Background: an optimization exercise with open tools, aiming at small area, a short achievable clock period and few clock cycles. Do not read the settings as production practice. RTL that was checked went through simulation tests only; none was proved equivalent to the original. Power is estimated from default activity; no workload was simulated.

== alpha ==
## tpb_codec
module tpb_codec (
    input  wire        clk,
    input  wire        rst,         
    input  wire        cmd_valid,
    output wire        cmd_ready,
    input  wire [31:0] cmd_word,
    input  wire [63:0] cmd_opd,
    input  wire [15:0] cmd_flen,
    input  wire        frm_valid,
    output wire        frm_ready,
    input  wire [7:0]  frm_data,
    output wire        rsp_valid,
    output wire [7:0]  rsp_status,
    output wire [63:0] rsp_res
);
    localparam [3:0] ST_OK          = 4'h0;
    localparam [3:0] ST_BAD_SYNC    = 4'h1;
    localparam [3:0] ST_BAD_SIZE    = 4'h2;
    localparam [3:0] ST_BAD_PID     = 4'h3;
    localparam [3:0] ST_BAD_ADAPT   = 4'h4;
    localparam [3:0] ST_UNKNOWN_PKT = 4'h5;
    localparam [3:0] ST_BAD_OFFSET  = 4'h6;
    localparam [3:0] ST_ILLEGAL     = 4'hD;
    localparam NR = 11;             
    localparam RL = 16;             
    localparam DIV_K   = 8;
    localparam DIV_PAD = 2;
    localparam DIV_CYC = 8;
    localparam XW      = DIV_PAD + 64;
    reg [7:0]  p [0:11];            
    reg [7:0]  ring [0:NR-1][0:RL-1];
    reg [3:0]  ph;                  
    reg [3:0]  dofs;                
    reg [6:0]  err;                 
    reg        rv_q;
    reg [3:0]  rs_q;
    reg [41:0] rr_q;
    reg        crdy_q;
    reg        frdy_q;
    reg        clr_q;               
    reg        in_load;
    reg [7:0]  tk;                  
    reg        fb_v;                
    reg        load_ok;
    reg        sp_pend;
    reg [2:0]  a_op;                
    reg [7:0]  a_idx;
    reg [7:0]  a_dat;
    reg        w_pend;
    reg [7:0]  w_idx;
    reg [7:0]  w_dat;
    reg           sysrst_q;         
    reg           busy;
    reg [2:0]     ecnt;
    reg [XW-1:0]  xq;
    reg [6:0]     rem;
    assign cmd_ready  = crdy_q;
    assign frm_ready  = frdy_q;
    assign rsp_valid  = rv_q;
    assign rsp_status = {4'd0, rs_q};
    assign rsp_res    = {22'd0, rr_q};
    wire fire = cmd_valid & crdy_q;
    wire take = frm_valid & frdy_q;
    wire [1:0]  afc     = p[3][5:4];
    wire        has_af  = afc[1];
    wire        has_pl  = afc[0];
    wire [7:0]  af_len  = p[4];
    wire [12:0] pid     = {p[1][4:0], p[2]};
  ...
For scale: ~200 I/O pins, ~51000 um2 of cells after synthesis.
Settings: LEC_CHECK=0, ABC_AREA=1, CAP_MARGIN=20, CORE_MARGIN=2, CORE_UTILIZATION=40, CTS_BUF_LIST=sky130_fd_sc_hd__clkbuf_16, CTS_CLUSTER_DIAMETER=75, CTS_CLUSTER_SIZE=30, PLACE_DENSITY=0.8, SLEW_MARGIN=20, SYNTH_HIERARCHICAL=1; clock period 70.0 ns.
standard.sh (not shown) runs the stock make flow with config.mk's settings and CLKGATE_MAP_FILE= SYNTH_SCRIPT=/design/flow/synth_recipe.tcl, a recipe that flattens the netlist after the stock synthesis.
==> flow/flow/run.sh <==
#!/bin/bash
# Layout flow: the standard flow (standard.sh, ORFS) with two settings
# that ORFS reads from the environment:
#  - BUFFER_PORTS_ARGS: the port buffers are sky130_fd_sc_hd__buf_2 cells
#    (every input and output port still gets its own buffer);
#  - CTS_ARGS: the clock tree is built as the standard flow builds it, but
#    without dummy load cells.
# The clock period, the SDC and every other step are the standard flow's.
set -euo pipefail
export BUFFER_PORTS_ARGS="-buffer_cell sky130_fd_sc_hd__buf_2"
export CTS_ARGS="-sink_clustering_enable -repair_clock_nets -dont_use_dummy_load -sink_clustering_size 30 -sink_clustering_max_diameter 75 -buf_list sky130_fd_sc_hd__clkbuf_16"
bash standard.sh > standard.log 2>&1
Testbench counts of alpha, summed over its fixed seeds: cycles 41,912.
Relative to alpha, the following input files were edited for beta:
--- a/flow/design.v
+++ b/flow/design.v
@@ -538,37 +538,38 @@
     assign err_new[0] = rv_q && rs_q == ST_BAD_SYNC;
     assign err_new[1] = rv_q && rs_q == ST_BAD_SIZE;
     assign err_new[2] = rv_q && rs_q == ST_BAD_PID;
     assign err_new[3] = rv_q && rs_q == ST_BAD_ADAPT;
     assign err_new[4] = rv_q && rs_q == ST_UNKNOWN_PKT;
     assign err_new[5] = rv_q && rs_q == ST_BAD_OFFSET;
     assign err_new[6] = rv_q && rs_q == ST_ILLEGAL;
     wire [6:0]  err_eff  = err | err_new;
-    wire [7:0] fidx  = a_idx;
+    wire [7:0] fidx  = tk - 8'd1;                   
+    wire       fb_static = (fidx < 8'd12);
     wire       a_static  = (a_idx < 8'd12);
     wire       sp_rdb    = (a_op == 3'b000);    
     wire       sp_wr     = (a_op == 3'b001);    
     wire       sp_tsc    = (a_op == 3'b100);    
     wire       sp_afc    = (a_op == 3'b101);    
     wire       sp_clrpcr = (a_op == 3'b111);    
     wire       sp_clrerr = (a_op == 3'b110);    
-    wire [7:0] raddr = w_pend ? w_idx : a_idx;
+    wire [7:0] raddr = w_pend ? w_idx : (fb_v ? fidx : a_idx);
     wire [7:0] rj    = raddr - 8'd12;
     wire [3:0] rring = rj[7:4];
     wire [3:0] rslot = rj[3:0] + dofs;
     wire       at_wr = (rslot == ph);                
     wire       at_rd = (rslot[2:0] == ph[2:0]);      
     wire ld_w  = fb_v & ((fidx == 8'd0) ? (a_dat == 8'h47) : load_ok);
     wire w_go  = w_pend & at_wr & ~clr_q;
     wire sp_go = sp_pend & ~w_pend & (a_static | (~clr_q & (sp_wr ? at_wr : at_rd)));
-    wire [7:0] saddr = a_idx;
-    wire       s_we  = fb_v ? (ld_w & a_static) : (sp_go & sp_wr & a_static);
+    wire [7:0] saddr = fb_v ? fidx : a_idx;
+    wire       s_we  = fb_v ? (ld_w & fb_static) : (sp_go & sp_wr & a_static);
     wire [7:0] sbus  = a_dat;
-    wire       r_we  = w_go | (ld_w & ~a_static) | (sp_go & sp_wr & ~a_static);
+    wire       r_we  = w_go | (ld_w & ~fb_static) | (sp_go & sp_wr & ~a_static);
     wire [7:0] rbus  = clr_q ? 8'd0 : (w_pend ? w_dat : a_dat);
     reg [7:0] ring_rd;
     integer ri;
     always @* begin
         ring_rd = 8'd0;
         for (ri = 0; ri < NR; ri = ri + 1)
             if (rring == ri) ring_rd = ring_rd | ((rslot[3] ^ ph[3]) ? ring[ri][8] : ring[ri][0]);
     end
@@ -712,17 +713,17 @@
             ecnt <= ecnt + 3'd1;
         end else begin
             xq  <= {{DIV_PAD{1'b0}}, cmd_opd};
             rem <= 7'd0;
             ecnt <= 3'd0;
         end
         sp_pend <= sp_pend_d;
         if (!sp_pend) begin
-            a_idx <= in_load ? tk : cmd_word[15:8];
+            a_idx <= cmd_word[15:8];
             a_dat <= in_load ? frm_data : cmd_word[23:16];
             a_op  <= {cmd_word[5], cmd_word[4], cmd_word[2]};
         end
         w_pend <= w_pend_d;
         if (fb_v && fidx == 8'd0 && a_dat == 8'h47) w_pend <= 1'b0;
         if (!w_pend) begin
             w_idx <= cmd_word[15:8];
             w_dat <= cmd_word[23:16];
--- outcome ---
- Delta (beta minus alpha): non-clock buffer count increased by 10 relative to the old numbers; met2 track demand over resource decreased by 0.59 points relative to the old numbers; shortest period the worst path allows decreased by 0.080 ns relative to the old numbers; area overhead of the layout relative to synthesis increased by 0.42 points relative to the old numbers; worst-case setup slack after placement decreased by 0.042 ns relative to the old numbers.
- Looking at worst-case vdd ir drop, beta sits 2.5 uV above alpha.
- beta against alpha: combined buffer and inverter count along the critical path closely matched the old numbers; area of the placeable core closely matched the old numbers; worst-path maximum fanout closely matched the old numbers.
- Clock latency at the later pin of the worst-skew pair (higher): beta
- Between beta and alpha, it is beta whose maximum frequency is higher, by about 0.5%.
- On post-synth design cell area, beta does worse than alpha.
- The sequential share of layout area reported for beta is smaller than that of alpha by 0.58 points.
Function not checked in beta: the RTL went through the layout flow alone.

[port drivers added, routing unchanged]
No port has a modelled driver above. Below, the same layouts with a new extraction and two added sets of constraints. Step 1, drivers: a clkbuf_16 drives clk and a buf_2 each remaining input, both assumed. Step 2 moves the port delays by t, midway between the first and last clock arrival at a register: inputs arrive t later, outputs are due t later. That takes back most of the time a late clock gives input paths. a / b / c = no drivers / after step 1 / after step 2; a / b = the first two.
run | t (ns) | setup slack, ns | worst hold slack (ns)
alpha | 0.682 | 54.439 / 54.375 / 54.239 | 0.266 / 0.266 / 0.266
beta | 0.712 | 54.519 / 54.442 / 54.110 | 0.259 / 0.259 / 0.259
After both steps every run listed still meets setup and hold. For beta, which loses most, drivers alone change the setup slack by -0.077 ns; drivers and shift together by -0.409 ns.
